What follows belongs to an exercise in optimizing a design on an open flow for small area, a short achievable clock period and few clock cycles per item; a production flow would make more cautious choices.
In this exercise RTL edits were held to simulation tests only and were not proved equivalent to the original.
No activity file was given, so power comes from the tool's default toggle rates.

`flow/design.v`:
```
module wordcodec (
    input  wire        clk,
    input  wire        rst,         
    input  wire        reg_we,
    input  wire [5:0]  reg_addr,
    input  wire [31:0] reg_wdata,
    output reg  [31:0] reg_rdata,
    output wire        mem_req,
    output wire        mem_we,
    output wire [31:0] mem_addr,
    output wire [7:0]  mem_wdata,
    input  wire        mem_ready,
    input  wire [7:0]  mem_rdata,
    input  wire        mem_err
);
    localparam integer ROT  = 8;
    localparam integer CW   = 16;
    localparam integer KMAX = 16;
    localparam [31:0]  SEED = 32'h9E3779B9;
    localparam [5:0] A_ID = 6'h00, A_PARAM = 6'h01, A_CHUNK = 6'h02, A_KMAX = 6'h03,
                     A_CMD = 6'h04, A_STATUS = 6'h05, A_KEYLEN = 6'h06, A_KEYIDX = 6'h07,
                     A_KEYDATA = 6'h08, A_SRC = 6'h09, A_DST = 6'h0A, A_INLEN = 6'h0B,
                     A_OPA = 6'h0C, A_OPB = 6'h0D, A_RESULT = 6'h0E, A_CKSACC = 6'h0F,
                     A_CKSSTEP = 6'h10, A_DLEFT = 6'h11, A_INCNT = 6'h12, A_OUTCNT = 6'h13,
                     A_PLAIN = 6'h14, A_CHIDX = 6'h15, A_HB = 6'h16, A_HA = 6'h17,
                     A_SEED = 6'h18;
    localparam [1:0] ST_IDLE = 2'd0, ST_STREAM = 2'd1, ST_DONE = 2'd2, ST_ERROR = 2'd3;
    localparam [3:0] E_IO_IN = 4'd1, E_IO_OUT = 4'd3, E_INV_ARG = 4'd4, E_INV_KEY = 4'd5,
                     E_ILLEGAL = 4'd7, E_MALFORMED = 4'd8;
    localparam [2:0] P_IDLE = 3'd0, P_DIV = 3'd1, P_FIX = 3'd2, P_SER = 3'd3,
                     P_READ = 3'd4, P_WRITE = 3'd5, P_CHK = 3'd6;
    reg [4:0]  key_len;
    reg [31:0] key_idx;
    reg [31:0] src_addr, dst_addr, in_len;
    reg [31:0] opa, opb, result;
    reg [31:0] cks_acc, cks_step;
    reg [4:0]  cks_amt;            
    reg [31:0] data_left, in_count, out_count;
    reg [26:0] chunk_idx;          
    reg [4:0]  chunk_amt;          
    reg [31:0] hb_acc, ha_acc;
    reg [1:0]  state;
    reg [1:0]  last_run;
    reg        st_ok, st_err, st_integ, st_ovr;
    reg [3:0]  err_code;
    reg [2:0]  fbc;
    reg [2:0]  phase;
    reg [6:0]  cnt;                
    reg [6:0]  nbytes;             
    reg        final_c;
    reg [3:0]  widx;               
    reg [3:0]  kidx;               
    reg [31:0] facc;               
    reg [31:0] hb_new;             
    reg [31:0] addr_a, addr_b;     
    reg [32*15-1:0] fq;            
    reg [14:0]      fv;
    localparam integer JP = 2;
    function [31:0] inc32;
        input [31:0] a;
        integer b;
        begin
            for (b = 0; b < 32; b = b + 1)
                inc32[b] = a[b] ^ ((b == 0) ? 1'b1 : &(a | ~((32'd1 << b) - 32'd1)));
        end
    endfunction
    function [31:0] addsub7;
        input [31:0] a;
        input [6:0]  b;
        input        sub;
        reg   [7:0]  lo;
        reg   [24:0] hi, m;
        integer k;
        begin
            lo = sub ? ({1'b0, a[6:0]} - {1'b0, b}) : ({1'b0, a[6:0]} + {1'b0, b});
            hi = a[31:7] ^ {25{sub}};
            for (k = 0; k < 25; k = k + 1)
                m[k] = lo[7] & ((k == 0) ? 1'b1 : &(hi | ~((25'd1 << k) - 25'd1)));
            addsub7 = {a[31:7] ^ m, lo[6:0]};
        end
    endfunction
    wire busy   = (state == ST_STREAM);
    wire is_dec = last_run[1];
    wire [31:0] status = {12'd0, last_run, state, 1'b0, fbc, err_code, 3'd0,
                          st_ovr, st_integ, st_err, st_ok, busy};
    wire [31:0] plain_len = is_dec ? out_count : in_count;
    wire        key_clr;
    wire        key_wr;
    wire [31:0] key_d = reg_wdata | {32{key_clr}};
    wire [32*16-1:0] key_flat;
    genvar g;
    generate
        for (g = 0; g < KMAX; g = g + 1) begin : kw
            reg [31:0] k;
            always @(posedge clk)
                if (key_clr || (key_wr && key_idx[3:0] == g))
                    k <= key_d;
            assign key_flat[32*g +: 32] = k;
        end
    endgenerate
    always @(*) begin
        case (reg_addr)
            A_ID:      reg_rdata = 32'h57434443;
            A_PARAM:   reg_rdata = ROT;
            A_CHUNK:   reg_rdata = CW;
            A_KMAX:    reg_rdata = KMAX;
            A_STATUS:  reg_rdata = status;
            A_KEYLEN:  reg_rdata = {27'd0, key_len};
            A_KEYIDX:  reg_rdata = key_idx;
            A_SRC:     reg_rdata = src_addr;
            A_DST:     reg_rdata = dst_addr;
            A_INLEN:   reg_rdata = in_len;
            A_OPA:     reg_rdata = opa;
            A_OPB:     reg_rdata = opb;
            A_RESULT:  reg_rdata = result;
            A_CKSACC:  reg_rdata = cks_acc;
            A_CKSSTEP: reg_rdata = cks_step;
            A_DLEFT:   reg_rdata = data_left;
            A_INCNT:   reg_rdata = in_count;
            A_OUTCNT:  reg_rdata = out_count;
            A_PLAIN:   reg_rdata = plain_len;
            A_CHIDX:   reg_rdata = {5'd0, chunk_idx};
            A_HB:      reg_rdata = hb_acc;
            A_HA:      reg_rdata = ha_acc;
            A_SEED:    reg_rdata = SEED;
            default:   reg_rdata = 32'd0;
        endcase
    end
    wire        wr_locked = (reg_addr == A_CMD || reg_addr == A_KEYLEN ||
                             reg_addr == A_KEYIDX || reg_addr == A_KEYDATA ||
                             reg_addr == A_SRC || reg_addr == A_DST ||
                             reg_addr == A_INLEN);
    wire        wr_drop   = reg_we && busy && wr_locked;
    wire        wr_ok     = reg_we && !(busy && wr_locked);
    wire        we_keylen = wr_ok && (reg_addr == A_KEYLEN);
    wire        we_keyidx = wr_ok && (reg_addr == A_KEYIDX);
    wire        we_keydat = wr_ok && (reg_addr == A_KEYDATA);
    wire        we_src    = wr_ok && (reg_addr == A_SRC);
    wire        we_dst    = wr_ok && (reg_addr == A_DST);
    wire        we_inlen  = wr_ok && (reg_addr == A_INLEN);
    wire        we_opa    = wr_ok && (reg_addr == A_OPA);
    wire        we_opb    = wr_ok && (reg_addr == A_OPB);
    wire        we_status = wr_ok && (reg_addr == A_STATUS);
    wire        wr_cmd    = wr_ok && (reg_addr == A_CMD);
    wire        cmd_illegal = (reg_wdata[31:4] != 28'd0) || reg_wdata[3];
    wire        cmd_ok    = wr_cmd && !cmd_illegal;
    wire        cmd_codec = cmd_ok && (reg_wdata[2:1] == 2'b00) && reg_wdata[0] ||
                            cmd_ok && (reg_wdata[2:0] == 3'd2);
    wire        cmd_init  = cmd_ok && (reg_wdata[2:0] == 3'd3);
    wire        cmd_feed  = cmd_ok && (reg_wdata[2:0] == 3'd4);
    wire        cmd_erase = cmd_ok && (reg_wdata[2:0] == 3'd5);
    wire        cmd_run   = cmd_ok && (reg_wdata[2:1] == 2'b11);
    wire        run_dec   = reg_wdata[0];
    wire        len_zero = (in_len == 32'd0);
    wire [15:0] hdiff    = {1'b0, src_addr[31:17]} - {1'b0, dst_addr[31:17]};
    wire        far      = (hdiff != 16'd0) && (hdiff != 16'd1) && (hdiff != 16'hFFFF);
    wire        e_key    = (key_len == 5'd0);
    wire        e_mal    = (in_len[5:0] != 6'd0) && (in_len[5:0] <= 6'd4);
    wire        c_pass   = (in_len[31:16] == 16'd0) && (src_addr[31:16] != 16'hFFFF) &&
                           (dst_addr[31:17] != 15'h7FFF) && far && !e_key && !(run_dec && e_mal);
    reg         ser_cu, ser_uz, ser_vz, ser_uo, ser_vo, ser_lsv, ser_ldu, ser_eq;
    reg  [1:0]  ser_cv;
    wire [5:0]  sbit     = cnt[5:0];
    wire        s_i      = !sbit[5] & src_addr[sbit[4:0]];
    wire        d_i      = !sbit[5] & dst_addr[sbit[4:0]];
    wire        l_i      = !sbit[5] & in_len[sbit[4:0]];
    wire [31:0] xq       = {3'd0, chunk_idx, 2'b00};
    wire        x_i      = (!sbit[5] & xq[sbit[4:0]]) ^ is_dec;    
    wire        u_i      = s_i ^ l_i ^ ser_cu;
    wire [2:0]  v_sum    = {2'b00, d_i} + {2'b00, l_i} + {2'b00, x_i} + {1'b0, ser_cv};
    wire        v_i      = v_sum[0];
    wire        ovl      = !len_zero & ser_lsv & ser_ldu;
    wire        d_err    = ser_eq | e_key | (is_dec & e_mal) | ser_uo | ser_vo | ovl;
    wire [3:0]  d_code   = ser_eq ? E_INV_ARG : e_key ? E_INV_KEY :
                           (is_dec & e_mal) ? E_MALFORMED : E_INV_ARG;
    wire        idle_ph  = (phase == P_IDLE);
    wire        div_ph   = (phase == P_DIV);
    wire        fix_ph   = (phase == P_FIX);
    wire        ser_ph   = (phase == P_SER);
    wire        in_read  = (phase == P_READ);
    wire        in_write = (phase == P_WRITE);
    wire [1:0]  pos      = cnt[1:0];
    reg         fpend;             
    reg  [6:0]  obm1_r;            
    reg  [6:0]  nbm1_r;            
    reg         lastw_q;
    reg  [1:0]  fpos;              
    wire [6:0]  div_rs   = {nbytes[5:0], data_left[31]};
    wire [6:0]  div_d    = is_dec ? 7'd64 : 7'd60;
    wire        div_ge   = (div_rs >= div_d);
    wire [6:0]  div_rem  = div_ge ? (div_rs - div_d) : div_rs;
    wire        rd_last  = (cnt == nbm1_r);
    wire        wdone    = (pos == 2'd3) | rd_last;
    wire [4:0]  wnext    = cnt[6:2] + 5'd1;
    wire        slot0    = is_dec & (widx == 4'd15);      
    wire [31:0] ftail    = fq[32*14 +: 32];
    wire [1:0]  bsel     = lastw_q ? pos : pos - 2'd1;
    wire [31:0] kword    = key_flat[32*kidx +: 32];
    wire [7:0]  kbyte    = kword[8*bsel +: 8];
    wire [7:0]  rd_byte  = mem_rdata ^ (is_dec ? kbyte : 8'd0);
    wire [1:0]  rd_lane  = is_dec ? bsel : pos;
    reg  [31:0] fmask;
    always @(*) begin
        case (fpos)
            2'd0:    fmask = 32'h000000FF;
            2'd1:    fmask = 32'h0000FFFF;
            2'd2:    fmask = 32'h00FFFFFF;
            default: fmask = 32'hFFFFFFFF;
        endcase
    end
    wire [31:0] fword    = ftail & fmask;
    wire        fhb      = is_dec & (widx == 4'd0);
    wire [31:0] rot_a    = idle_ph ? cks_acc : (fpend & fhb) ? hb_acc : facc;
    wire [31:0] rot_b    = idle_ph ? opa : fpend ? fword : ha_acc;
    wire [4:0]  rot_amt  = idle_ph ? cks_amt : (fpend & !fhb) ? {1'b0, widx} : chunk_amt;
    wire [31:0] rx0      = rot_a ^ rot_b;
    wire [31:0] rx1      = rot_amt[0] ? {rx0[30:0], rx0[31]}    : rx0;
    wire [31:0] rx2      = rot_amt[1] ? {rx1[29:0], rx1[31:30]} : rx1;
    wire [31:0] rx3      = rot_amt[2] ? {rx2[27:0], rx2[31:28]} : rx2;
    wire [31:0] rx4      = rot_amt[3] ? {rx3[23:0], rx3[31:24]} : rx3;
    wire [31:0] rot_out  = rot_amt[4] ? {rx4[15:0], rx4[31:16]} : rx4;
    wire        s0       = !is_dec & (cnt[6:2] == 5'd0);
    wire [6:0]  ob_len   = is_dec ? (nbytes - 7'd4) : (nbytes + 7'd4);
    wire [31:0] a_inc    = inc32(addr_a);
    wire [31:0] ci_inc   = inc32({5'd0, chunk_idx});
    wire        wr_last  = (cnt == obm1_r);
    wire [31:0] out_word = s0 ? facc : fq[31:0];
    wire [1:0]  oidx     = is_dec ? pos : bsel;
    wire [7:0]  out_byte = out_word[8*oidx +: 8] ^ (is_dec ? 8'd0 : kbyte);
    wire        wr_hold  = fpend & (s0 | wr_last);
    assign mem_req   = in_read | (in_write & (s0 | fv[0]) & !wr_hold);
    assign mem_we    = in_write;
    assign mem_addr  = addr_a;
    assign mem_wdata = out_byte;
    wire acc_ok   = mem_req & mem_ready & !mem_err;
    wire acc_err  = mem_req & mem_ready & mem_err;
    wire rd_acc   = in_read & acc_ok;
    wire done_w   = rd_acc & wdone;
    wire wr_acc   = in_write & acc_ok;
    wire push     = done_w & !slot0;
    wire pop      = wr_acc & !s0 & ((pos == 2'd3) | wr_last);
    wire rd_end   = rd_acc & rd_last;
    wire commit   = wr_acc & wr_last;
    wire finish   = commit & final_c;
    wire next_ck  = commit & !final_c;
    wire chk_ph    = (phase == P_CHK);
    wire start     = (cmd_run & c_pass) | (chk_ph & !d_err);
    wire start_dec = chk_ph ? is_dec : run_dec;
    wire start_go  = start & !len_zero;
    wire start_fin = start & len_zero;
    wire run_err   = (chk_ph & d_err) | (acc_err & (in_read | in_write));
    wire [3:0] run_code = in_read ? E_IO_IN : in_write ? E_IO_OUT : d_code;
    wire run_end   = run_err | finish | start_fin;
    assign key_clr = rst | cmd_erase | run_end;
    assign key_wr  = we_keydat & (key_idx[31:4] == 28'd0);
    wire [31:0] dl_next  = addsub7(data_left, nbytes, 1'b1);
    wire [6:0]  dl_lo    = data_left[6:0] - nbytes;
    wire        su_dec   = start ? start_dec : is_dec;
    wire        su_final = start ? ((in_len[31:7] == 25'd0) &&
                                    (su_dec ? (in_len[6:0] <= 7'd64) : (in_len[6:0] <= 7'd60)))
                                 : ((data_left[31:8] == 24'd0) &&
                                    (su_dec ? (data_left[7:0] <= 8'd128) : (data_left[7:0] <= 8'd120)));
    wire [6:0]  su_len7  = start ? in_len[6:0] : dl_lo;
    wire [6:0]  su_nb    = su_final ? su_len7 : (su_dec ? 7'd64 : 7'd60);
    wire        kl_one   = (key_len == 5'd1);
    wire        chunk_go = start_go | next_ck;
    always @(posedge clk) begin
        if (rst | we_src)   src_addr <= rst ? 32'd0 : reg_wdata;
        if (rst | we_dst)   dst_addr <= rst ? 32'd0 : reg_wdata;
        if (rst | we_inlen) in_len   <= rst ? 32'd0 : reg_wdata;
        if (rst | we_opa)   opa      <= rst ? 32'd0 : reg_wdata;
        if (rst | we_opb)   opb      <= rst ? 32'd0 : reg_wdata;
        if (rst | cmd_codec)
            result <= rst ? 32'd0 :
                      reg_wdata[0] ? {opa[31-ROT:0] ^ opb[31-ROT:0], opa[31:32-ROT] ^ opb[31:32-ROT]}
                                   : ({opa[ROT-1:0], opa[31:ROT]} ^ opb);
        if (rst | cmd_init | cmd_feed) begin
            cks_acc  <= (rst | cmd_init) ? SEED : rot_out;
            cks_step <= (rst | cmd_init) ? 32'd0 : inc32(cks_step);
            cks_amt  <= (rst | cmd_init | cks_step == 32'hFFFFFFFF || cks_amt == 5'd31) ? 5'd1
                                                                                       : cks_amt + 5'd1;
        end
        if (key_clr | we_keylen)
            key_len <= key_clr ? 5'd0 : ((reg_wdata[31:5] != 27'd0) || (reg_wdata[4] && reg_wdata[3:0] != 4'd0)) ? 5'd16 : reg_wdata[4:0];
        if (key_clr | we_keyidx | we_keydat)
            key_idx <= key_clr ? 32'd0 : we_keyidx ? reg_wdata : inc32(key_idx);
    end
    always @(posedge clk) begin
        if (rst | cmd_run | div_ph | chk_ph | commit)
            data_left <= (rst | div_ph) ? {data_left[30:0], 1'b0} & {32{~rst}} :
                         (cmd_run | chk_ph) ? in_len : dl_next;
        if (rst | cmd_run | commit) begin
            in_count  <= (rst | cmd_run) ? 32'd0 : addsub7(in_count, nbytes, 1'b0);
            out_count <= (rst | cmd_run) ? 32'd0 : addsub7(out_count, ob_len, 1'b0);
        end
        if (rst | cmd_run | div_ph | chk_ph | commit | (fix_ph & nbytes != 7'd0))
            chunk_idx <= (rst | cmd_run | chk_ph) ? 27'd0 :
                         div_ph ? {chunk_idx[25:0], div_ge} : ci_inc[26:0];
        if (rst | cmd_run | commit)
            chunk_amt <= (rst | cmd_run | chunk_amt == 5'd31) ? 5'd1 : chunk_amt + 5'd1;
        if (rst | cmd_run | (commit & is_dec)) begin
            hb_acc <= (rst | cmd_run) ? SEED : hb_new;
            ha_acc <= (rst | cmd_run) ? SEED : rot_out;
        end
    end
    always @(posedge clk) begin
        if (rst) begin
            state    <= ST_IDLE;
            last_run <= 2'd0;
            st_ok    <= 1'b0;
            st_err   <= 1'b0;
            st_integ <= 1'b0;
            st_ovr   <= 1'b0;
            err_code <= 4'd0;
            fbc      <= 3'd0;
        end else begin
            if (wr_drop)
                st_ovr <= 1'b1;
            else if (we_status && reg_wdata[4])
                st_ovr <= 1'b0;
            if (wr_cmd) begin
                st_ok    <= cmd_ok & !cmd_run;
                st_err   <= !cmd_ok;
                err_code <= cmd_ok ? 4'd0 : E_ILLEGAL;
            end
            if (cmd_run) begin
                last_run <= run_dec ? 2'd2 : 2'd1;
                fbc      <= 3'd0;
                st_integ <= 1'b0;
                state    <= ST_STREAM;
            end
            if (run_err) begin
                st_err   <= 1'b1;
                err_code <= run_code;
                state    <= ST_ERROR;
            end
            if (start_fin) begin
                st_ok    <= 1'b1;
                st_integ <= start_dec;
                state    <= ST_DONE;
            end
            if (finish) begin
                fbc      <= (nbytes[1:0] == 2'd0) ? 3'd4 : {1'b0, nbytes[1:0]};
                st_integ <= is_dec & (hb_new == rot_out);
                st_ok    <= 1'b1;
                state    <= ST_DONE;
            end
        end
    end
    always @(posedge clk) begin
        if (rst) begin
            phase <= P_IDLE;
        end else if (run_end) begin
            phase <= P_IDLE;
        end else if (cmd_run & !c_pass) begin
            phase <= P_DIV;
        end else if (div_ph & (cnt[4:0] == 5'd31)) begin
            phase <= P_FIX;
        end else if (fix_ph) begin
            phase <= P_SER;
        end else if (ser_ph & (cnt[5:0] == 6'd33)) begin
            phase <= P_CHK;
        end else if (chunk_go) begin
            phase <= P_READ;
        end else if (rd_end) begin
            phase <= P_WRITE;
        end
    end
    always @(posedge clk) begin
        if (cmd_run | fix_ph | chunk_go | rd_end | div_ph | ser_ph | rd_acc | wr_acc)
            cnt <= (cmd_run | fix_ph | chunk_go | rd_end) ? 7'd0 : cnt + 7'd1;
        if (cmd_run | div_ph | chunk_go) begin
            nbytes  <= chunk_go ? su_nb : div_ph ? div_rem : 7'd0;
            final_c <= su_final;
        end
        if (chunk_go | done_w)
            widx <= chunk_go ? (su_dec ? 4'd15 : 4'd0) : widx + 4'd1;
        if (chunk_go | rd_end | done_w | (wr_acc & ((pos == 2'd3) | wr_last)))
            kidx <= (chunk_go | rd_end) ? 4'd0 :
                    ({1'b0, kidx} + 5'd1 == key_len) ? 4'd0 : kidx + 4'd1;
        if (chunk_go | (fpend & !fhb))
            facc <= chunk_go ? SEED : rot_out;
        if (fpend & fhb)
            hb_new <= rot_out;
        fpend <= done_w & !rst;
        if (chunk_go) begin
            obm1_r <= su_dec ? (su_nb - 7'd5) : (su_nb + 7'd3);
            nbm1_r <= su_nb - 7'd1;
        end
        if (chunk_go)
            lastw_q <= su_final & (su_nb <= 7'd4);
        else if (rd_end)
            lastw_q <= final_c & (obm1_r[6:2] == 5'd0);
        else if (done_w | (wr_acc & (pos == 2'd3)))
            lastw_q <= final_c & (wnext == (in_read ? nbm1_r[6:2] : obm1_r[6:2]));
        if (done_w)
            fpos <= pos;
        if (start_go | rd_end | next_ck | rd_acc | wr_acc)
            addr_a <= start_go ? src_addr : (rd_end | next_ck) ? addr_b : a_inc;
        if (start_go | rd_end | next_ck)
            addr_b <= start_go ? dst_addr : a_inc;
    end
    generate
        for (g = 0; g < 14; g = g + 1) begin : fqw
            always @(posedge clk)
                if (pop | !fv[g])
                    fq[32*g +: 32] <= (g == JP && jumpj) ? ftail : fq[32*(g+1) +: 32];
        end
    endgenerate
    generate
        for (g = 0; g < 4; g = g + 1) begin : ftl
            always @(posedge clk)
                if (rd_acc && rd_lane == g)
                    fq[32*14 + 8*g +: 8] <= rd_byte;
        end
    endgenerate
    always @(posedge clk) begin
        if (fix_ph) begin
            ser_cu  <= 1'b0;
            ser_cv  <= {1'b0, is_dec};
            ser_uz  <= 1'b0;
            ser_vz  <= 1'b0;
            ser_lsv <= 1'b0;
            ser_ldu <= 1'b0;
            ser_eq  <= 1'b1;
        end else if (ser_ph) begin
            ser_cu <= (s_i & l_i) | (s_i & ser_cu) | (l_i & ser_cu);
            ser_cv <= v_sum[2:1];
            if (!sbit[5]) begin
                ser_uz <= ser_uz | u_i;
                ser_vz <= ser_vz | v_i;
            end
            if (sbit == 6'd32) begin
                ser_uo <= u_i & ser_uz;
                ser_vo <= v_i & ser_vz;
            end
            if (sbit == 6'd33)
                ser_vo <= v_i | ser_vo;
            if (s_i != v_i) ser_lsv <= v_i;
            if (d_i != u_i) ser_ldu <= u_i;
            if (s_i != d_i) ser_eq  <= 1'b0;
        end
    end
    wire jumpj = !pop & fv[14] & (fv[13:JP] == 0);
    integer i;
    always @(posedge clk) begin
        if (rst || idle_ph) begin
            fv <= 15'd0;
        end else if (pop) begin
            fv <= {1'b0, fv[14:1]};
        end else begin
            fv[0] <= fv[0] | fv[1];
            for (i = 1; i < 14; i = i + 1)
                fv[i] <= fv[i] ? fv[i - 1] : (i == 13) ? (fv[14] & !jumpj) :
                         (i == JP) ? (fv[i + 1] | jumpj) : fv[i + 1];
            fv[14] <= push | (fv[14] & fv[13]);
        end
    end
endmodule
```
`flow/run.sh`:
```
#!/bin/bash
# synth_recipe.tcl (not shown) runs the flow's synth.tcl, then flattens the netlist and writes it again
# the make line also repeats each setting of config.mk as NAME=value (left out here)
make -C /OpenROAD-flow-scripts/flow DESIGN_CONFIG=/design/flow/config.mk WORK_HOME=/design/flow/orfs CLKGATE_MAP_FILE= SYNTH_SCRIPT=/design/flow/synth_recipe.tcl finish
```
`flow/config.mk`:
```
export PLATFORM = sky130hd
export DESIGN_NAME = wordcodec
export DESIGN_NICKNAME = wordcodec
export VERILOG_FILES = /design/flow/design.v
export SDC_FILE = /design/flow/constraint.sdc
export NUM_CORES = 4
export LEC_CHECK = 0
export CAP_MARGIN = 20
export CORE_MARGIN = 2
export CORE_UTILIZATION = 65
export CTS_CLUSTER_DIAMETER = 70
export CTS_CLUSTER_SIZE = 22
export SETUP_SLACK_MARGIN = 5
export SLEW_MARGIN = 20
```
`flow/constraint.sdc`:
```
create_clock -name core_clock -period 12.0 [get_ports {clk}]
set_input_delay 2.4000 -clock core_clock [delete_from_list [all_inputs] [get_ports {clk}]]
set_output_delay 2.4000 -clock core_clock [all_outputs]
set_load 0.01 [all_outputs]
```
==> impl_metrics.json, run 1 <==
{
  "start_util": 0.6578,
  "synth-xor-area-share": 0.04082,
  "ys_warn_count": 1,
  "grt_max_degree": 87,
  "finalSetupViolations": 0,
  "drtIter0Drc": 10400,
  "synth_compound_area_frac": 0.08589,
  "finalMaxSlewViolations": 0,
  "setup_ws_ps": 4969,
  "end_kind": "primary output",
  "fill_cells": 7442,
  "synth_mux_area_frac": 0.08210,
  "finClkSkew_ps": 66.71,
  "slew_headroom": 0.09043,
  "drt_wl_total_mm": 279.1,
  "status": "no timing/DRC/antenna violations",
  "cp.required_ps": 9600,
  "cts_buffer_depth": 3,
  "cp_max_fo": 8,
  "timing.final.crit_share": 0.5859,
  "synth.area.top_cells": "edfxtp_1 (64%), mux4_2 (6.0%), nand2_1 (2.5%), xnor2_1 (2.5%), nor2_1 (2.4%)",
  "max_freq_ghz": 0.1422,
  "nNetsFinal": 5890,
  "synth.most_common_cell": "edfxtp_1",
  "tns_ps": 0,
  "crit_slowest_cell": "clkdlybuf4s50_1",
  "cts.clk_slew.worst_paths_ps": 90,
  "drtAntennaViolNets": 0,
  "ys.flop_type": "edfxtp_1",
  "fin_util": 0.7238,
  "multi_input_area_um2": 26350,
  "numCtsBuffers": 103,
  "area.sequential_um2": 50400,
  "seq_area_frac_synth": 0.6471,
  "synth_common_cells": "edfxtp_1 (1,651), nand2_1 (520), nor2_1 (508)",
  "reg2reg_slack_ps": 5400,
  "rsz0062_at_grt": "true",
  "startpoint_type": "primary input",
  "rr_endpoint": "kw[10].k[9]$_DFFE_PP_",
  "die-area_um2": 122600,
  "path_cells": "buf_8, inv_4, or3_4, nor4b_4, bufbuf_16, a22oi_1, nand4_1, nor2_1, nand2_2, clkdlybuf4s50_1",
  "synth.distinct_cells": 92,
  "place_hpwl_mm": 189.9,
  "worst_pin_slew_ps": 1362,
  "clock_latency_ps": 780,
  "die_y_um": 350.1,
  "cts_root_buf": "clkbuf_16",
  "leakagePower_nw": 29.89,
  "grtUsageTotal": 0.4491,
  "tritoncts": "built",
  "drc_errors": 0,
  "hold_buffers": 0,
  "overflow": 0,
  "htree_levels": 3,
  "hp-class": "reg2reg",
  "grt_pass1_wl_mm": 382.6,
  "portBuffers": 124,
  "area_delta_synth_final_pct": 10.04,
  "dp_slack_ps": 3271,
  "synth_cells": 5673,
  "ys_ff_latch": 1692,
  "synth_top_family_by_area": "simple AND/OR/NAND/NOR gates",
  "synth-simple-area-share": 0.1033,
  "layout-drive-gt1-share": 0.1293,
  "rr_worst_depth": 19,
  "gp_congestion": 1.088,
  "avgSynthCellArea_um2": 13.73,
  "synth_fa_ha_area_frac": 0.01629,
  "crit_type": "in2out",
  "period_minus_slack_ps": 7031,
  "whs_ps": 403.5,
  "power-per-cell-area_nw_per_um2": 142.4,
  "yosysTopAreaCell": "edfxtp_1",
  "startpoint": "reg_addr[4]",
  "crit_end": "reg_rdata[7]",
  "drv_cap": 0,
  "wl_per_cell_um": 37.65,
  "slowest_delay_ps": 570,
  "vias": 54770,
  "grt_pass1_vias": 50930,
  "syn_area_um2": 77880,
  "first_pass_iters": 9,
  "synth_edf_count": 1651,
  "core_um2": 118400,
  "boundaryPins": 125,
  "cp.arrival_ps": 4630,
  "async_reset_ff_frac": 0,
  "synth_nets": 5820,
  "ir_worst_vdd_v": 0.0001597,
  "viasPerCell": 7.388,
  "r2r-start": "src_addr[17]$_DFFE_PP_",
  "finalHoldViolCount": 0,
  "dieWidth_um": 350.1,
  "num_rows": 126,
  "yosysTopAreaCellShare": 0.6366,
  "antenna_found_initial": 19,
  "cts.sinks": 1692
}
per-layer routing:
layer,global-route usage,vias up,share of wire
li1,-,21820,-
met1,0.5853,26830,0.34
met2,0.6648,5021,0.44
met3,0.1453,1089,0.15
met4,0.2668,14,0.079
met5,0,-,0.00034
kinds of logic (layout without fill, tap and decap cells):
kind of cell / after synthesis / after routing
and+or+nand+nor: 1723 / 1723
DFF: 1692 / 1692
AOI/OAI and AO/OA: 962 / 962
buffers and inverters: 466 / 594
muxes: 371 / 371
xor gates and xnor gates: 363 / 363
adders and majority gates: 96 / 96
other: 0 / 12
metrics by stage:
step	instance area (um^2)	instances	total power, mW
global route	85670	7401	12.39
global placement	80820	7181	8.299
CTS	85160	7372	12.07
finish	85700	7413	12.20
detailed placement	80820	7181	8.344
floorplan	77880	5673	7.729
placed cells by master (no fill, tap or decap), drive strengths merged, types with 69 or more instances in the layout:
master	Yosys	layout
a22oi	104	104
mux2i	106	106
o21ai	156	156
xnor2	220	220
xor2	143	143
and3	69	69
buf	92	171
edfxtp	1651	1651
ha	87	87
nand2	521	521
clkdlybuf4s50	0	88
nand3	178	178
clkbuf	235	125
mux4	206	206
nor2b	72	72
a21oi	199	199
a211oi	90	90
nor2	508	508
inv	138	154
timing repair:
item | CTS | global route
pin swaps | 36 | 27
buffers inserted | 20 | 25
gates cloned | 8 | 4
resized for setup | 214 | 63
setup endpoints to repair | 1161 | 124
worst max-delay path, delay by kind of cell:
kind	cells	cell delay (ps)
buffers and inverters	4	1060
AO/OA/AOI/OAI	1	80
AND/OR/NAND/NOR	5	1060
worst min-delay path by stage:
stage                        end  cells after the start              start
6_report       fq[344]$_DFFE_PP_                      0  fq[376]$_DFFE_PP_
3_3_place_gp   fq[226]$_DFFE_PP_                      0  fq[258]$_DFFE_PP_
3_5_place_dp    fq[12]$_DFFE_PP_                      0   fq[44]$_DFFE_PP_
4_1_cts        fq[344]$_DFFE_PP_                      0  fq[376]$_DFFE_PP_
2_1_floorplan    fq[0]$_DFFE_PP_                      0   fq[32]$_DFFE_PP_
5_1_grt        fq[344]$_DFFE_PP_                      0  fq[376]$_DFFE_PP_
report_power, final:
group	leakage, nW	switching, mW	internal [mW]
clock	1.61	2.09	1.76
combinational	11.7	0.778	0.424
sequential	16.6	0.364	6.78
total	29.9	3.24	8.96
state kept, by name (all words and copies together) (netlist names), 15 cells and up:
| register | count |
|---|---|
| hb_new | 32 |
| data_left | 32 |
| facc | 32 |
| result | 32 |
| addr_b | 32 |
| opb | 32 |
| addr_a | 32 |
| cks_acc | 32 |
| hb_acc | 32 |
| chunk_idx | 27 |
| in_len | 32 |
| cks_step | 32 |
| opa | 32 |
| fv | 15 |
| in_count | 32 |
| dst_addr | 32 |
| ha_acc | 32 |
| out_count | 32 |
| key_idx | 32 |
| kw.k | 512 |
| fq | 480 |
| src_addr | 32 |
cell type report:
class,count,share of cell area
Multi-Input combinational cell,3515,0.3074
Clock buffer,118,0.03123
Sequential cell,1692,0.5882
Inverter,139,0.006278
Tap cell,1600,0.02336
Timing Repair Buffer,292,0.03551
Clock inverter,45,0.007665
Antenna cell,12,0.0003504
Testbench counts, summed over its fixed seeds: cycles 73,658, bytes 33,832.
==> run 2, diff against run 1 <==
--- a/flow/config.mk
+++ b/flow/config.mk
@@ -7,8 +7,8 @@
 export LEC_CHECK = 0
 export CAP_MARGIN = 20
 export CORE_MARGIN = 2
-export CORE_UTILIZATION = 65
-export CTS_CLUSTER_DIAMETER = 70
-export CTS_CLUSTER_SIZE = 22
+export CORE_UTILIZATION = 55
+export CTS_CLUSTER_DIAMETER = 80
+export CTS_CLUSTER_SIZE = 25
 export SETUP_SLACK_MARGIN = 5
 export SLEW_MARGIN = 20
==> run 2 against run 1 <==
Against the previous run: still clean on timing, DRC and antenna; non-clock buffer count grew 9; via count fell by 4.2%; clock skew shrank 25 ps; synthesized cell count unchanged; sequential share of layout area is 0.16 points lower; first-iteration DRC count decreased by 22%; cell area up 0.27%; cell count rose by 4.0%; sequential cell count unchanged; critical endpoint is now reg_rdata[29]; highest routed layer unchanged.
==> impl_metrics.json, run 2 <==
{
  "first_pass_iters": 8,
  "seq_area_frac_synth": 0.6471,
  "finClkSkew_ps": 41.92,
  "layout-drive-gt1-share": 0.1303,
  "yosysTopAreaCellShare": 0.6366,
  "drtIter0Drc": 8083,
  "yosysTopAreaCell": "edfxtp_1",
  "htree_levels": 3,
  "viasPerCell": 6.808,
  "synth_nets": 5820,
  "die-area_um2": 144600,
  "dieWidth_um": 380.3,
  "cp.arrival_ps": 4770,
  "place_hpwl_mm": 196.5,
  "drt_wl_total_mm": 277.3,
  "synth_edf_count": 1651,
  "end_kind": "primary output",
  "drtAntennaViolNets": 0,
  "grt_pass1_vias": 48230,
  "ys_warn_count": 1,
  "layout_common_cells": "edfxtp_1 (1,651), nand2_1 (492), nor2_1 (478)",
  "finalHoldViolCount": 0,
  "numCtsBuffers": 96,
  "rr_endpoint": "kw[1].k[18]$_DFFE_PP_",
  "synth_top_family_by_area": "simple AND/OR/NAND/NOR gates",
  "layout_commonest_cell": "edfxtp_1",
  "tns_ps": 0,
  "synth_common_cells": "edfxtp_1 (1,651), nand2_1 (520), nor2_1 (508)",
  "die_y_um": 380.3,
  "fill_cells": 10880,
  "startpoint_type": "primary input",
  "finalSetupViolations": 0,
  "rr_worst_depth": 17,
  "ys_ff_latch": 1692,
  "power-per-cell-area_nw_per_um2": 140.4,
  "grtUsageTotal": 0.3759,
  "synth_mux_area_frac": 0.08210,
  "area_delta_synth_final_pct": 10.33,
  "leakagePower_nw": 29.78,
  "seqPwrFrac": 0.591,
  "avgSynthCellArea_um2": 13.73,
  "grt_pass1_wl_mm": 379.7,
  "gp_congestion": 1.059,
  "top_register": "kw.k",
  "overflow": 0,
  "max_freq_ghz": 0.1395,
  "tritoncts": "built",
  "whs_endpoint": "fq[398]$_DFFE_PP_",
  "worst_pin_slew_ps": 1190,
  "synth.most_common_cell": "edfxtp_1",
  "synth.area.top_cells": "edfxtp_1 (64%), mux4_2 (6.0%), nand2_1 (2.5%), xnor2_1 (2.5%), nor2_1 (2.4%)",
  "synth_fa_ha_area_frac": 0.01629,
  "synth-xor-area-share": 0.04082,
  "switching_share": 0.2663,
  "grt_max_degree": 75,
  "clkPwrFrac": 0.310,
  "cp_max_fo": 5,
  "min_from": "fq[430]$_DFFE_PP_",
  "slew_headroom": 0.1993,
  "synth-simple-area-share": 0.1033,
  "cts.sinks": 1692,
  "clock_latency_ps": 760,
  "largest_register_ffs": 512,
  "fin_util": 0.6091,
  "period_minus_slack_ps": 7167,
  "dp_cells": 7482,
  "pwr-share-comb": 0.098,
  "switchingPower_mw": 3.211,
  "portBuffers": 124,
  "reg2reg_slack_ps": 5060,
  "p_int_mw": 8.849,
  "status": "no timing/DRC/antenna violations",
  "wl_per_cell_um": 35.97,
  "r2r-start": "dst_addr[18]$_DFFE_PP_",
  "ir_worst_vdd_v": 0.0001372,
  "synth_cells": 5673,
  "cts_buffer_depth": 3,
  "timing.final.crit_share": 0.5973,
  "syn_area_um2": 77880,
  "cts_root_buf": "clkbuf_16",
  "start_util": 0.5521,
  "placed_area_um2": 81270,
  "antenna_found_initial": 12,
  "hp-class": "reg2reg",
  "rsz0062_at_grt": "true",
  "drc_errors": 0,
  "cts.clk_slew.worst_paths_ps": 90,
  "boundaryPins": 125,
  "finalNonFillerCells": 7708,
  "crit_type": "in2out",
  "nNetsFinal": 5892,
  "synth_compound_area_frac": 0.08589,
  "reg_top3": "kw.k x512, fq x480",
  "synth.distinct_cells": 92,
  "async_reset_ff_frac": 0,
  "p_total_mw": 12.06,
  "vias": 52470,
  "num_rows": 138,
  "ys.flop_type": "edfxtp_1",
  "drv_cap": 0,
  "finalMaxSlewViolations": 0,
  "cp.required_ps": 9600,
  "holdPathStages": 0,
  "core_um2": 141100,
  "design_area_um2": 85920
}
[run 2: cell counts after synthesis]
No cell type changed its count.
[run 2: how the worst max path moves through the flow]
| stage | from | end | slack [ps] | cells after the start |
|---|---|---|---|---|
| 2_1_floorplan | reg_addr[5] | key_idx[0]$_SDFFCE_PP0P_ | 5330 | 13 |
| 3_3_place_gp | reg_wdata[4] | kidx[1]$_SDFFCE_PP0P_ | 3450 | 17 |
| 3_5_place_dp | reg_wdata[4] | kidx[3]$_SDFFCE_PP0P_ | 3360 | 17 |
| 4_1_cts | reg_addr[0] | reg_rdata[29] | 4870 | 9 |
| 5_1_grt | dst_addr[18]$_DFFE_PP_ | kw[0].k[9]$_DFFE_PP_ | 4860 | 17 |
| 6_report | reg_addr[2] | reg_rdata[29] | 4830 | 10 |
[run 2: cell type report]
cell class	instances	area (um^2)	share of cell area
Tap cell	1890	2365	0.02752
Sequential cell	1692	50400	0.5866
Timing Repair Buffer	301	3072	0.03575
Multi-Input combinational cell	3515	26300	0.3060
Clock inverter	52	714.4	0.008315
Inverter	139	541.8	0.006305
Clock buffer	111	2511	0.02923
Antenna cell	8	20.02	0.0002330
[run 2: per-stage QoR]
step | setup slack [ps] | hold slack [ps]
2_1_floorplan | 5330 | 400.3
3_3_place_gp | 3454 | 400.3
3_5_place_dp | 3363 | 404.5
4_1_cts | 4869 | 416.7
5_1_grt | 4861 | 425.0
6_report | 4833 | 415.1
[run 2: logic make-up (layout without fill, tap and decap cells)]
logic type / Yosys count / in the layout
AO/OA/AOI/OAI: 962 / 962
XOR/XNOR: 363 / 363
adder cells (fa/ha/maj): 96 / 96
buffers and inverters: 466 / 603
flip-flops: 1692 / 1692
multiplexers: 371 / 371
other: 0 / 8
AND/OR/NAND/NOR: 1723 / 1723
[run 2: worst max-delay path: stages]
cell and delay [ps]:
buf_12 120, clkinv_8 60, nor3_4 30, a21oi_2 170
nor3_4 60, clkbuf_16 160, buf_12 140, a222oi_1 980
nand3_2 380, buf_6 250
[run 2: routing by layer]
layer / part of all wire / GRT usage
met5: 0.00018 / 0
met4: 0.074 / 0.2310
met3: 0.11 / 0.07816
met2: 0.43 / 0.5468
met1: 0.39 / 0.5227
[run 2: power groups by stage]
| stage | Combinational, mW | Sequential, mW | Clock, mW |
|---|---|---|---|
| 2_1_floorplan | 0.712 | 7.02 | 0 |
| 3_3_place_gp | 1.12 | 7.23 | 0 |
| 3_5_place_dp | 1.13 | 7.23 | 0 |
| 4_1_cts | 1.14 | 7.10 | 3.79 |
| 5_1_grt | 1.25 | 7.12 | 3.97 |
| 6_report | 1.18 | 7.13 | 3.74 |
[run 2: timing repair]
| action | in CTS | in global routing |
|---|---|---|
| pin swaps | 30 | 16 |
| hold endpoints to repair | 0 | 0 |
| endpoints found under the setup margin | 1186 | 936 |
| gates cloned | 5 | 6 |
| gates resized for setup | 212 | 49 |
| hold buffers | 0 | 0 |
| buffers inserted | 20 | 22 |
==> run 3, diff against run 2 <==
--- a/flow/config.mk
+++ b/flow/config.mk
@@ -7,8 +7,9 @@
 export LEC_CHECK = 0
 export CAP_MARGIN = 20
 export CORE_MARGIN = 2
-export CORE_UTILIZATION = 55
+export CORE_UTILIZATION = 60
 export CTS_CLUSTER_DIAMETER = 80
 export CTS_CLUSTER_SIZE = 25
 export SETUP_SLACK_MARGIN = 5
 export SLEW_MARGIN = 20
+export TNS_END_PERCENT = 0
==> run 3 against run 2 <==
Against the previous run: sequential cell count is the same; core utilization grew 4.5 points; setup slack lost 300 ps; wire length shrank 1.5%; clock power shrank 7.2%; first-iteration DRC count grew 16%; synthesized cell count is the same; sequential share of layout area grew 1.0 points; critical path depth is the same; cell count shrank 3.0%; register-to-register slack gained 380 ps; hold slack lost 2.9 ps; critical endpoint is now reg_rdata[8]; largest cell class unchanged.
==> impl_metrics.json, run 3 <==
{
  "status": "no timing/DRC/antenna violations",
  "viasPerCell": 7.061,
  "cp.required_ps": 9600,
  "finalHoldViolCount": 0,
  "max_freq_ghz": 0.1340,
  "finClkSkew_ps": 36.78,
  "drtAntennaViolNets": 0,
  "core_um2": 129200,
  "gp_congestion": 1.043,
  "synth.distinct_cells": 92,
  "place_hpwl_mm": 194.6,
  "portBuffers": 124,
  "num_rows": 132,
  "numCtsBuffers": 88,
  "hp-class": "reg2reg",
  "dieWidth_um": 364.3,
  "dp_slack_ps": 3228,
  "fin_util": 0.6537,
  "cp_max_fo": 33,
  "antenna_found_initial": 18,
  "drt_wl_total_mm": 273.0,
  "cts_root_buf": "clkbuf_16",
  "drtIter0Drc": 9371,
  "top_register": "kw.k",
  "layout_common_cells": "edfxtp_1 (1,651), nand2_1 (497), nor2_1 (483)",
  "vias": 52810,
  "finalNonFillerCells": 7479,
  "drv_cap": 0,
  "startpoint_type": "primary input",
  "ys.flop_type": "edfxtp_1",
  "first_pass_iters": 9,
  "setup_ws_ps": 4537,
  "grtUsageTotal": 0.4103,
  "tns_ps": 0,
  "async_reset_ff_frac": 0,
  "worst_pin_slew_ps": 1198,
  "hold_buffers": 0,
  "htree_levels": 3,
  "die-area_um2": 132700,
  "cts.clk_slew.worst_paths_ps": 90,
  "placed_area_um2": 81010,
  "largest_register_ffs": 512,
  "end_kind": "primary output",
  "leakagePower_nw": 29.07,
  "wl_per_cell_um": 36.51,
  "synth_nets": 5820,
  "synth_common_cells": "edfxtp_1 (1,651), nand2_1 (520), nor2_1 (508)",
  "period_minus_slack_ps": 7463,
  "grt_pass1_vias": 48890,
  "reg_top3": "kw.k x512, fq x480",
  "cts_buffer_depth": 3,
  "layout-drive-gt1-share": 0.1142,
  "start_util": 0.6030,
  "crit_type": "in2out",
  "dp_cells": 7324,
  "ys_ff_latch": 1692,
  "timing.final.crit_share": 0.6219,
  "grt_max_degree": 131,
  "seq_area_frac_synth": 0.6471,
  "synth.area.top_cells": "edfxtp_1 (64%), mux4_2 (6.0%), nand2_1 (2.5%), xnor2_1 (2.5%), nor2_1 (2.4%)",
  "finalSetupViolations": 0,
  "drc_errors": 0,
  "yosysTopAreaCellShare": 0.6366,
  "die_y_um": 364.3,
  "nNetsFinal": 5831,
  "synth_edf_count": 1651,
  "clock_latency_ps": 750,
  "finalMaxSlewViolations": 0,
  "rsz0062_at_grt": "true",
  "avgSynthCellArea_um2": 13.73,
  "slew_headroom": 0.1967,
  "ir_worst_vdd_v": 0.0001217,
  "power-per-cell-area_nw_per_um2": 139.6,
  "cts.sinks": 1692,
  "cp.arrival_ps": 5060,
  "boundaryPins": 125,
  "design_area_um2": 84420,
  "overflow": 0,
  "yosysTopAreaCell": "edfxtp_1",
  "ys_warn_count": 1,
  "area_delta_synth_final_pct": 8.404,
  "synth.most_common_cell": "edfxtp_1",
  "syn_area_um2": 77880,
  "grt_pass1_wl_mm": 377.6,
  "synth_cells": 5673,
  "layout_commonest_cell": "edfxtp_1",
  "tritoncts": "built"
}
==> run 3: worst paths after layout <==
path              depth (start not counted)  slack (ps)            startpoint               endpoint
setup / recovery                         10        4540           reg_addr[2]           reg_rdata[8]
hold / removal                            0         410     fq[320]$_DFFE_PP_      fq[288]$_DFFE_PP_
setup reg to reg                         14        5440  cnt[2]$_SDFFCE_PP0P_  kw[11].k[9]$_DFFE_PP_
hold reg to reg                           0         410     fq[320]$_DFFE_PP_      fq[288]$_DFFE_PP_
==> run 3: critical path, stage by stage <==
cell and delay (ps):
buf_2 290, inv_2 110, nand2_2 190, nor2_2 70
buf_6 220, a222oi_1 680, nand3_1 190, nor2_2 280
nand2_1 120, clkdlybuf4s50_1 490
==> run 3: timing repair <==
| action | CTS | global route |
|---|---|---|
| cloned | 0 | 2 |
| hold endpoints to repair | 0 | 0 |
| gates resized for setup | 89 | 49 |
| buffers inserted | 5 | 4 |
| endpoints found under the setup margin | 636 | 1146 |
| pin swaps | 10 | 15 |
==> run 3: kinds of logic after synthesis <==
| family | share of synthesized area |
|---|---|
| compound gates | 0.08589 |
| xor+xnor | 0.04082 |
| buf+inv | 0.02444 |
| simple gates | 0.1033 |
| flops | 0.6471 |
| mux | 0.08210 |
| fa+ha+maj | 0.01629 |
==> run 3: layout make-up <==
type	count	area, um^2
Sequential cell	1692	50400
Fill cell	9390	44730
Multi-Input combinational cell	3515	26150
Timing Repair Buffer	248	2336
Clock buffer	99	2317
Tap cell	1742	2180
Inverter	139	521.8
Clock inverter	34	493.0
Antenna cell	10	25.02
==> run 3: power by group <==
part / internal, mW / switching [mW]
clock: 1.48 / 2.00
combinational: 0.417 / 0.756
sequential: 6.78 / 0.357
==> run 3: metal layers <==
layer / GRT usage / wire, um
met5: 0 / 67
met4: 0.2432 / 20170
met3: 0.09756 / 34500
met2: 0.5944 / 117200
met1: 0.5692 / 101100
==> run 3: stage by stage <==
| stage | power (mW) | hold slack (ps) |
|---|---|---|
| global placement | 8.333 | 400.2 |
| CTS | 11.73 | 405.9 |
| finish | 11.78 | 412.2 |
| detailed placement | 8.356 | 404.5 |
| global route | 12.03 | 422.9 |
| floorplan | 7.729 | 400.3 |
==> run 4, diff against run 3 <==
--- a/flow/config.mk
+++ b/flow/config.mk
@@ -10,6 +10,6 @@
 export CORE_UTILIZATION = 60
 export CTS_CLUSTER_DIAMETER = 80
 export CTS_CLUSTER_SIZE = 25
+export PLACE_DENSITY = 0.75
 export SETUP_SLACK_MARGIN = 5
 export SLEW_MARGIN = 20
-export TNS_END_PERCENT = 0
==> run 4 against run 3 <==
Against the previous run: still clean on timing, DRC and antenna; core utilization increased by 0.59 points; area after synthesis unchanged; sequential power about the same; combinational power about the same; synthesized cell count unchanged; die area unchanged; sequential cell count unchanged; critical endpoint is now reg_rdata[26]; largest power group unchanged.
==> impl_metrics.json, run 4 <==
{
  "status": "no timing/DRC/antenna violations",
  "ir_worst_vdd_v": 0.0002268,
  "syn_area_um2": 77880,
  "p_total_mw": 11.83,
  "placed_area_um2": 81060,
  "gp_congestion": 1.066,
  "drv_cap": 0,
  "tritoncts": "built",
  "hp-class": "reg2reg",
  "finalHoldViolCount": 0,
  "boundaryPins": 125,
  "whs_endpoint": "fq[401]$_DFFE_PP_",
  "drc_errors": 0,
  "cp_max_fo": 31,
  "yosysTopAreaCellShare": 0.6366,
  "grt_max_degree": 76,
  "synth_nets": 5820,
  "avgSynthCellArea_um2": 13.73,
  "wl_met1_mm": 104.3,
  "fill_cells": 9201,
  "topRoutingLayerUsed": "met5",
  "whs_ps": 408.7,
  "slew_headroom": 0.1813,
  "seq_area_frac_synth": 0.6471,
  "multi_input_area_um2": 26410,
  "leakagePower_nw": 29.55,
  "die-area_um2": 132700,
  "core_um2": 129200,
  "area_delta_synth_final_pct": 9.387,
  "wl_per_cell_um": 37.92,
  "async_reset_ff_frac": 0,
  "cts.clk_slew.worst_paths_ps": 90,
  "drt_wl_total_mm": 284.6,
  "viasPerCell": 7.160,
  "startpoint_type": "primary input",
  "reg2reg_slack_ps": 5560,
  "power-per-cell-area_nw_per_um2": 138.9,
  "finClkSkew_ps": 59.76,
  "drtAntennaViolNets": 0,
  "ys_warn_count": 1,
  "ys.flop_type": "edfxtp_1",
  "rsz0062_at_grt": "true",
  "yosysTopAreaCell": "edfxtp_1",
  "cts_buffer_depth": 3,
  "holdPathStages": 0,
  "htree_levels": 3,
  "crit_type": "in2out",
  "layout_common_cells": "edfxtp_1 (1,651), nand2_1 (494), nor2_1 (478)",
  "ys_ff_latch": 1692,
  "clock_latency_ps": 770,
  "synth_edf_count": 1651,
  "rr_worst_depth": 19,
  "largest_register_ffs": 512,
  "r2r-start": "src_addr[17]$_DFFE_PP_",
  "met2WireLength_mm": 123.3,
  "max_freq_ghz": 0.1403,
  "synth_common_cells": "edfxtp_1 (1,651), nand2_1 (520), nor2_1 (508)",
  "cts.sinks": 1692,
  "cts_root_buf": "clkbuf_16",
  "synth.most_common_cell": "edfxtp_1",
  "design_area_um2": 85190,
  "first_pass_iters": 10,
  "overflow": 0,
  "antenna_found_initial": 29,
  "vias": 53730,
  "place_hpwl_mm": 197.1,
  "start_util": 0.6030,
  "timing.final.crit_share": 0.5940,
  "layout-drive-gt1-share": 0.1241,
  "area.sequential_um2": 50400,
  "grtUsageTotal": 0.4226,
  "reg_top3": "kw.k x512, fq x480",
  "dieWidth_um": 364.3,
  "end_kind": "primary output",
  "num_rows": 132,
  "cp.required_ps": 9600,
  "worst_pin_slew_ps": 1219,
  "grt_pass1_wl_mm": 386.4,
  "period_minus_slack_ps": 7128,
  "rr_endpoint": "kw[14].k[11]$_DFFE_PP_",
  "top_register": "kw.k",
  "synth_cells": 5673,
  "min_from": "fq[433]$_DFFE_PP_",
  "tns_ps": 0,
  "wl_met3_mm": 39.86,
  "drtIter0Drc": 9570,
  "layout_commonest_cell": "edfxtp_1",
  "synth.area.top_cells": "edfxtp_1 (64%), mux4_2 (6.0%), nand2_1 (2.5%), xnor2_1 (2.5%), nor2_1 (2.4%)",
  "grt_pass1_vias": 49020,
  "finalSetupViolations": 0,
  "nNetsFinal": 5852,
  "synth.distinct_cells": 92,
  "portBuffers": 124,
  "die_y_um": 364.3,
  "numCtsBuffers": 88,
  "cp.arrival_ps": 4730,
  "finalMaxSlewViolations": 0
}
==> run 4: report_power, final <==
part           leakage, nW  internal (mW)  total [mW]  switching [mW]
registers             16.6           6.78        7.15           0.368
clock network         1.36           1.47        3.49            2.02
logic                 11.6          0.421        1.19           0.768
==> run 4: layer usage <==
metal,track usage,vias to the layer above
met4,0.1992,12
met5,0,-
met1,0.5919,26930
met3,0.1189,723
li1,-,21740
met2,0.6160,4327
==> run 4: how the worst max path moves through the flow <==
stage	start	endpoint	slack, ps
final	reg_addr[2]	reg_rdata[26]	4870
after floorplan	reg_addr[5]	key_idx[0]$_SDFFCE_PP0P_	5330
after CTS	reg_addr[2]	reg_rdata[9]	4820
after global placement	reg_addr[2]	reg_rdata[28]	3100
after global routing	reg_addr[2]	reg_rdata[26]	4830
after detailed placement	reg_wdata[4]	kw[10].k[3]$_DFFE_PP_	3340
==> run 4: per-stage QoR <==
stage                     utilization  std cells  setup slack, ps
after floorplan                     -       5673             5330
after CTS                      0.6558       7471             4818
final                          0.6596       7504             4872
after global routing           0.6593       7490             4828
after global placement         0.6275       7324             3105
after detailed placement       0.6277       7325             3342
==> run 4: logic make-up after synthesis <==
logic type      share of synthesized area
xor+xnor                          0.04082
buf+inv                           0.02444
mux                               0.08210
flops                              0.6471
fa+ha+maj                         0.01629
compound gates                    0.08589
simple gates                       0.1033
==> run 4: critical path, stage by stage <==
cell and delay, ps:
buf_4 220, inv_6 60, nor2_2 160, nand2_2 110, nor3b_2 270, buf_12 250
a22oi_1 160, nand4_1 160, a2111oi_2 60, buf_4 180, nand3_1 100, clkdlybuf4s50_1 540
==> run 4: final cells by class <==
class                           count  area share
Clock buffer                       96     0.02645
Multi-Input combinational cell   3516      0.3100
Sequential cell                  1692      0.5917
Timing Repair Buffer              268     0.03306
Inverter                          139    0.006183
Antenna cell                       15   0.0004406
Clock inverter                     36    0.006653
Tap cell                         1742     0.02558
==> run 4: what timing repair did <==
| item | in CTS | in global routing |
|---|---|---|
| pin swaps | 25 | 20 |
| setup buffers | 9 | 10 |
| endpoints found under the setup margin | 1150 | 710 |
| hold endpoints to repair | 0 | 0 |
| gates resized for setup | 205 | 48 |
| gates cloned | 5 | 8 |
| hold buffers | 0 | 0 |
==> run 5, diff against run 4 <==
--- a/flow/config.mk
+++ b/flow/config.mk
@@ -10,6 +10,5 @@
 export CORE_UTILIZATION = 60
 export CTS_CLUSTER_DIAMETER = 80
 export CTS_CLUSTER_SIZE = 25
-export PLACE_DENSITY = 0.75
 export SETUP_SLACK_MARGIN = 5
 export SLEW_MARGIN = 20
==> run 5 against run 4 <==
Against the previous run: critical path depth is the same; power shrank 0.22%; clock-buffer cell count grew 3; clock power is essentially flat; largest power group unchanged; synthesized cell count is the same; critical endpoint is now reg_rdata[3]; critical path type unchanged; register-to-register slack lost 350 ps.
==> impl_metrics.json, run 5 <==
{
  "drtAntennaViolNets": 0,
  "tns_ps": 0,
  "design_area_um2": 85120,
  "layout-drive-gt1-share": 0.1254,
  "crit_type": "in2out",
  "status": "no timing/DRC/antenna violations",
  "wl_per_cell_um": 36.81,
  "synth.distinct_cells": 92,
  "power-per-cell-area_nw_per_um2": 138.7,
  "cts_buffer_depth": 3,
  "pwr-share-comb": 0.100,
  "die_y_um": 364.3,
  "seqPwrFrac": 0.605,
  "core_um2": 129200,
  "fin_util": 0.6590,
  "portBuffers": 124,
  "overflow": 0,
  "finalHoldViolCount": 0,
  "seq_area_frac_synth": 0.6471,
  "yosysTopAreaCellShare": 0.6366,
  "async_reset_ff_frac": 0,
  "tritoncts": "built",
  "place_hpwl_mm": 194.6,
  "finalSetupViolations": 0,
  "finalMaxSlewViolations": 0,
  "cts_root_buf": "clkbuf_16",
  "hold_buffers": 0,
  "drc_errors": 0,
  "ys.flop_type": "edfxtp_1",
  "num_rows": 132,
  "slew_headroom": 0.2098,
  "worst_pin_slew_ps": 1178,
  "startpoint_type": "primary input",
  "ir_worst_vdd_v": 0.0001230,
  "leakagePower_nw": 29.45,
  "drtIter0Drc": 9547,
  "gp_congestion": 1.043,
  "p_int_mw": 8.676,
  "dieWidth_um": 364.3,
  "period_minus_slack_ps": 7007,
  "top_register": "kw.k",
  "htree_levels": 3,
  "grt_max_degree": 131,
  "ys_warn_count": 1,
  "switchingPower_mw": 3.130,
  "cts.clk_slew.worst_paths_ps": 90,
  "end_kind": "primary output",
  "cts.sinks": 1692,
  "cp.arrival_ps": 4610,
  "finClkSkew_ps": 44.25,
  "layout_common_cells": "edfxtp_1 (1,651), nand2_1 (494), nor2_1 (480)",
  "avgSynthCellArea_um2": 13.73,
  "grt_pass1_vias": 49120,
  "synth_edf_count": 1651,
  "grt_pass1_wl_mm": 381.7,
  "first_pass_iters": 10,
  "die-area_um2": 132700,
  "reg_top3": "kw.k x512, fq x480",
  "synth_cells": 5673,
  "area_delta_synth_final_pct": 9.292,
  "reg2reg_slack_ps": 5210,
  "synth_common_cells": "edfxtp_1 (1,651), nand2_1 (520), nor2_1 (508)",
  "switching_share": 0.2651,
  "cp.required_ps": 9600,
  "rsz0062_at_grt": "true",
  "boundaryPins": 125,
  "vias": 53120,
  "yosysTopAreaCell": "edfxtp_1",
  "synth.area.top_cells": "edfxtp_1 (64%), mux4_2 (6.0%), nand2_1 (2.5%), xnor2_1 (2.5%), nor2_1 (2.4%)",
  "max_freq_ghz": 0.1427,
  "drt_wl_total_mm": 276.6,
  "layout_commonest_cell": "edfxtp_1",
  "drv_cap": 0,
  "synth_nets": 5820,
  "viasPerCell": 7.068,
  "timing.final.crit_share": 0.5839,
  "grtUsageTotal": 0.4160,
  "numCtsBuffers": 88,
  "start_util": 0.6030,
  "clkPwrFrac": 0.295,
  "placed_area_um2": 81010,
  "nNetsFinal": 5861,
  "synth.most_common_cell": "edfxtp_1",
  "antenna_found_initial": 20,
  "ys_ff_latch": 1692,
  "cp_max_fo": 12,
  "clock_latency_ps": 760,
  "syn_area_um2": 77880,
  "largest_register_ffs": 512,
  "hp-class": "reg2reg"
}
-- run 5: cell counts after synthesis --
No cell type changed its count.
-- run 5: per-layer routing --
layer / vias to the layer above / global-route usage / routed length, um
met1: 26470 / 0.5742 / 102200
met2: 4113 / 0.5953 / 118200
met3: 771 / 0.1087 / 35600
met5: - / 0 / 64
li1: 21750 / - / -
met4: 10 / 0.2538 / 20460
-- run 5: area by class of cell --
cell class                 instances  area (um^2)
timing repair buffer             278         2776
fill                            9311        44040
clock buffer                      99         2317
sequential                      1692        50400
inverter                         139        531.8
clock inverter                    34        493.0
antenna                           16        40.04
multi-input combinational       3515        26380
tap                             1742         2180
-- run 5: worst paths after layout --
path                          start                     to  cells after the start
max reg2reg  src_addr[17]$_DFFE_PP_  kw[7].k[14]$_DFFE_PP_                     17
min reg2reg       fq[320]$_DFFE_PP_      fq[288]$_DFFE_PP_                      0
min               fq[320]$_DFFE_PP_      fq[288]$_DFFE_PP_                      0
max                     reg_addr[4]           reg_rdata[3]                     12
-- run 5: through the flow --
stage	std cells	hold WS, ps	power, mW	setup slack, ps
6_report	7515	406.7	11.81	4993
5_1_grt	7499	422.8	12.05	4947
4_1_cts	7491	405.9	11.73	4799
3_5_place_dp	7324	404.5	8.356	3228
3_3_place_gp	7324	400.2	8.333	3305
2_1_floorplan	5673	400.3	7.729	5330
-- run 5: kinds of logic after synthesis --
logic type | Yosys count | share of synthesized area
and+or+nand+nor | 1723 | 0.1033
DFF | 1692 | 0.6471
AOI/OAI and AO/OA | 962 | 0.08589
buffers and inverters | 466 | 0.02444
muxes | 371 | 0.08210
xor gates and xnor gates | 363 | 0.04082
adders and majority gates | 96 | 0.01629
-- run 5: repair_timing --
action | in CTS | in global routing
pin swaps | 49 | 17
setup endpoints to repair | 636 | 1108
cloned | 6 | 2
setup buffers | 28 | 4
resized for setup | 193 | 74
-- run 5: power by group through the flow --
stage	clock network, mW	registers (mW)	logic (mW)
after global routing	3.68	7.13	1.24
after CTS	3.49	7.10	1.13
after global placement	0	7.23	1.10
after detailed placement	0	7.23	1.12
after floorplan	0	7.02	0.712
final	3.48	7.14	1.18
-- run 5: worst max-delay path: stages --
cell	delay (ps)
buf_6	110
nor2_4	70
nand3b_1	150
buf_6	130
nor2_4	50
buf_12	150
buf_4	140
a22o_1	190
a221oi_2	200
nand4_1	430
a211o_1	430
clkbuf_2	130
==> run 6, diff against run 5 <==
--- a/flow/config.mk
+++ b/flow/config.mk
@@ -9,6 +9,6 @@
 export CORE_MARGIN = 2
 export CORE_UTILIZATION = 60
 export CTS_CLUSTER_DIAMETER = 80
-export CTS_CLUSTER_SIZE = 25
+export CTS_CLUSTER_SIZE = 30
 export SETUP_SLACK_MARGIN = 5
 export SLEW_MARGIN = 20
==> run 6 against run 5 <==
Against the previous run: combinational power barely moved; clock skew rose by 23 ps; critical path type unchanged; area after synthesis did not move; highest routed layer unchanged; still clean; core utilization fell by 0.084 points; critical endpoint unchanged.
==> impl_metrics.json, run 6 <==
{
  "layout-drive-gt1-share": 0.1236,
  "cp_max_fo": 12,
  "drv_cap": 0,
  "p_total_mw": 11.79,
  "cp.required_ps": 9600,
  "drtIter0Drc": 9400,
  "synth.distinct_cells": 92,
  "finalHoldViolCount": 0,
  "syn_area_um2": 77880,
  "async_reset_ff_frac": 0,
  "grt_pass1_vias": 49050,
  "synth_common_cells": "edfxtp_1 (1,651), nand2_1 (520), nor2_1 (508)",
  "place_hpwl_mm": 194.6,
  "boundaryPins": 125,
  "synth.most_common_cell": "edfxtp_1",
  "hold_buffers": 0,
  "tns_ps": 0,
  "slew_headroom": 0.1755,
  "drtAntennaViolNets": 0,
  "yosysTopAreaCell": "edfxtp_1",
  "rsz0062_at_grt": "true",
  "synth_compound_area_frac": 0.08589,
  "vias": 53060,
  "layout_commonest_cell": "edfxtp_1",
  "synth_mux_area_frac": 0.08210,
  "ir_worst_vdd_v": 0.0001451,
  "ys.flop_type": "edfxtp_1",
  "die_y_um": 364.3,
  "layout_common_cells": "edfxtp_1 (1,651), nand2_1 (495), nor2_1 (480)",
  "cts_buffer_depth": 3,
  "leakagePower_nw": 29.44,
  "reg_top3": "kw.k x512, fq x480",
  "cts_root_buf": "clkbuf_16",
  "ys_warn_count": 1,
  "num_rows": 132,
  "power-per-cell-area_nw_per_um2": 138.7,
  "overflow": 0,
  "core_um2": 129200,
  "drt_wl_total_mm": 277.1,
  "largest_register_ffs": 512,
  "clock_latency_ps": 780,
  "grt_pass1_wl_mm": 382.0,
  "synth_cells": 5673,
  "nNetsFinal": 5859,
  "max_freq_ghz": 0.1425,
  "synth_fa_ha_area_frac": 0.01629,
  "hp-class": "reg2reg",
  "timing.final.crit_share": 0.5849,
  "finalSetupViolations": 0,
  "ys_ff_latch": 1692,
  "first_pass_iters": 16,
  "crit_slowest_cell": "nand4_1",
  "setup_ws_ps": 4981,
  "antenna_found_initial": 24,
  "gp_congestion": 1.043,
  "startpoint_type": "primary input",
  "seq_area_frac_synth": 0.6471,
  "dieWidth_um": 364.3,
  "end_kind": "primary output",
  "yosysTopAreaCellShare": 0.6366,
  "finalMaxSlewViolations": 0,
  "viasPerCell": 7.053,
  "synth_top_family_by_area": "simple AND/OR/NAND/NOR gates",
  "dp_slack_ps": 3228,
  "slowest_delay_ps": 430,
  "wl_per_cell_um": 36.83,
  "drc_errors": 0,
  "htree_levels": 3,
  "synth-simple-area-share": 0.1033,
  "synth_nets": 5820,
  "worst_pin_slew_ps": 1229,
  "period_minus_slack_ps": 7019,
  "finClkSkew_ps": 67.59,
  "numCtsBuffers": 82,
  "area_delta_synth_final_pct": 9.153,
  "die-area_um2": 132700,
  "grt_max_degree": 131,
  "synth-xor-area-share": 0.04082,
  "grtUsageTotal": 0.4168,
  "crit_type": "in2out",
  "synth_edf_count": 1651,
  "cts.sinks": 1692,
  "synth.area.top_cells": "edfxtp_1 (64%), mux4_2 (6.0%), nand2_1 (2.5%), xnor2_1 (2.5%), nor2_1 (2.4%)",
  "start_util": 0.6030,
  "tritoncts": "built",
  "path_cells": "buf_6, nor2_4, nand3b_1, buf_6, nor2_4, buf_12, buf_4, a22o_1, a221oi_2, nand4_1, a211o_1, buf_2",
  "cp.arrival_ps": 4620,
  "avgSynthCellArea_um2": 13.73,
  "status": "no timing/DRC/antenna violations",
  "cts.clk_slew.worst_paths_ps": 110,
  "portBuffers": 124,
  "top_register": "kw.k"
}
## run 6: what timing repair did
action                     CTS  global route
resized for setup          192            56
pin swaps                   49            20
setup endpoints to repair  636           935
setup buffers               28             9
gates cloned                 6             2
## run 6: metal layers
| layer | GRT usage | up-vias | routed length, um |
|---|---|---|---|
| met4 | 0.2556 | 16 | 20800 |
| met5 | 0 | - | 95 |
| met2 | 0.5979 | 4015 | 119200 |
| met1 | 0.5736 | 26500 | 100900 |
| li1 | - | 21750 | - |
| met3 | 0.1084 | 781 | 36080 |
## run 6: where the power goes
part | switching, mW | internal [mW]
sequential | 0.363 | 6.78
clock | 2.04 | 1.42
combinational | 0.761 | 0.417
total | 3.17 | 8.62
## run 6: logic make-up (layout without fill, tap and decap cells)
family | after synthesis | after routing
flip-flops | 1692 | 1692
other | 0 | 14
multiplexers | 371 | 371
AND/OR/NAND/NOR | 1723 | 1723
AO/OA/AOI/OAI | 962 | 962
XOR/XNOR | 363 | 363
buffers and inverters | 466 | 560
adder cells (fa/ha/maj) | 96 | 96
## run 6: worst paths after layout
| kind | startpoint | to | slack, ps | cells after the start |
|---|---|---|---|---|
| max | reg_addr[5] | reg_rdata[3] | 4980 | 12 |
| min | fq[305]$_DFFE_PP_ | fq[273]$_DFFE_PP_ | 410 | 0 |
| max reg2reg | src_addr[17]$_DFFE_PP_ | kw[11].k[9]$_DFFE_PP_ | 5320 | 17 |
| min reg2reg | fq[305]$_DFFE_PP_ | fq[273]$_DFFE_PP_ | 410 | 0 |
## run 6: critical path, delay by kind of cell
kind,cells,cell delay [ps]
AOI/OAI and AO/OA,3,820
buffers and inverters,5,670
and+or+nand+nor,4,700
## run 6: through the flow
stage | cell area [um^2] | utilization | instances | hold WS (ps)
after global placement | 81010 | 0.6273 | 7324 | 400.2
final | 85010 | 0.6582 | 7523 | 414.2
after detailed placement | 81010 | 0.6273 | 7324 | 404.5
after floorplan | 77880 | - | 5673 | 400.3
after global routing | 84980 | 0.6579 | 7510 | 413.2
after CTS | 84660 | 0.6555 | 7497 | 418.0
## run 6: area by class of cell
type | count | area, um^2
antenna | 14 | 35.03
inverter | 139 | 529.3
multi-input combinational | 3515 | 26300
clock buffer | 93 | 2125
timing repair buffer | 282 | 2780
fill | 9340 | 44150
sequential | 1692 | 50400
clock inverter | 46 | 658.1
tap | 1742 | 2180

## what the ideal ports hide
How much do the figures lean on ideal ports? The routed layouts below were timed once more, with nothing changed but the port constraints. Step 1 sets driving cells, clkbuf_16 on the clock port and buf_2 on the other inputs (assumed; they add their load-dependent delay and slew). Step 2 also shifts input and output timing later by t, the mid clock arrival at the registers, as if the neighbouring blocks saw the same clock. a / b / c = no drivers / after step 1 / after step 2; a / b = the first two.
run | shift t [ns] | setup WS [ns] | worst setup path at the end | latest minus earliest clock arrival (ns)
run 1 | 0.827 | 4.969 / 4.899 / 4.332 | input to register | 0.067 / 0.067
run 2 | 0.837 | 4.833 / 4.752 / 4.398 | input to register | 0.042 / 0.043
run 3 | 0.818 | 4.537 / 4.478 / 4.040 | input to register | 0.039 / 0.040
run 4 | 0.829 | 4.872 / 4.848 / 4.332 | input to register | 0.060 / 0.060
run 5 | 0.830 | 4.993 / 4.913 / 4.278 | input to register | 0.044 / 0.045
run 6 | 0.828 | 4.981 / 4.903 / 4.332 | input to register | 0.068 / 0.067
After both steps every run listed still meets setup and hold. For run 5, which loses most, drivers alone change the setup slack by -0.080 ns; drivers and shift together by -0.715 ns.
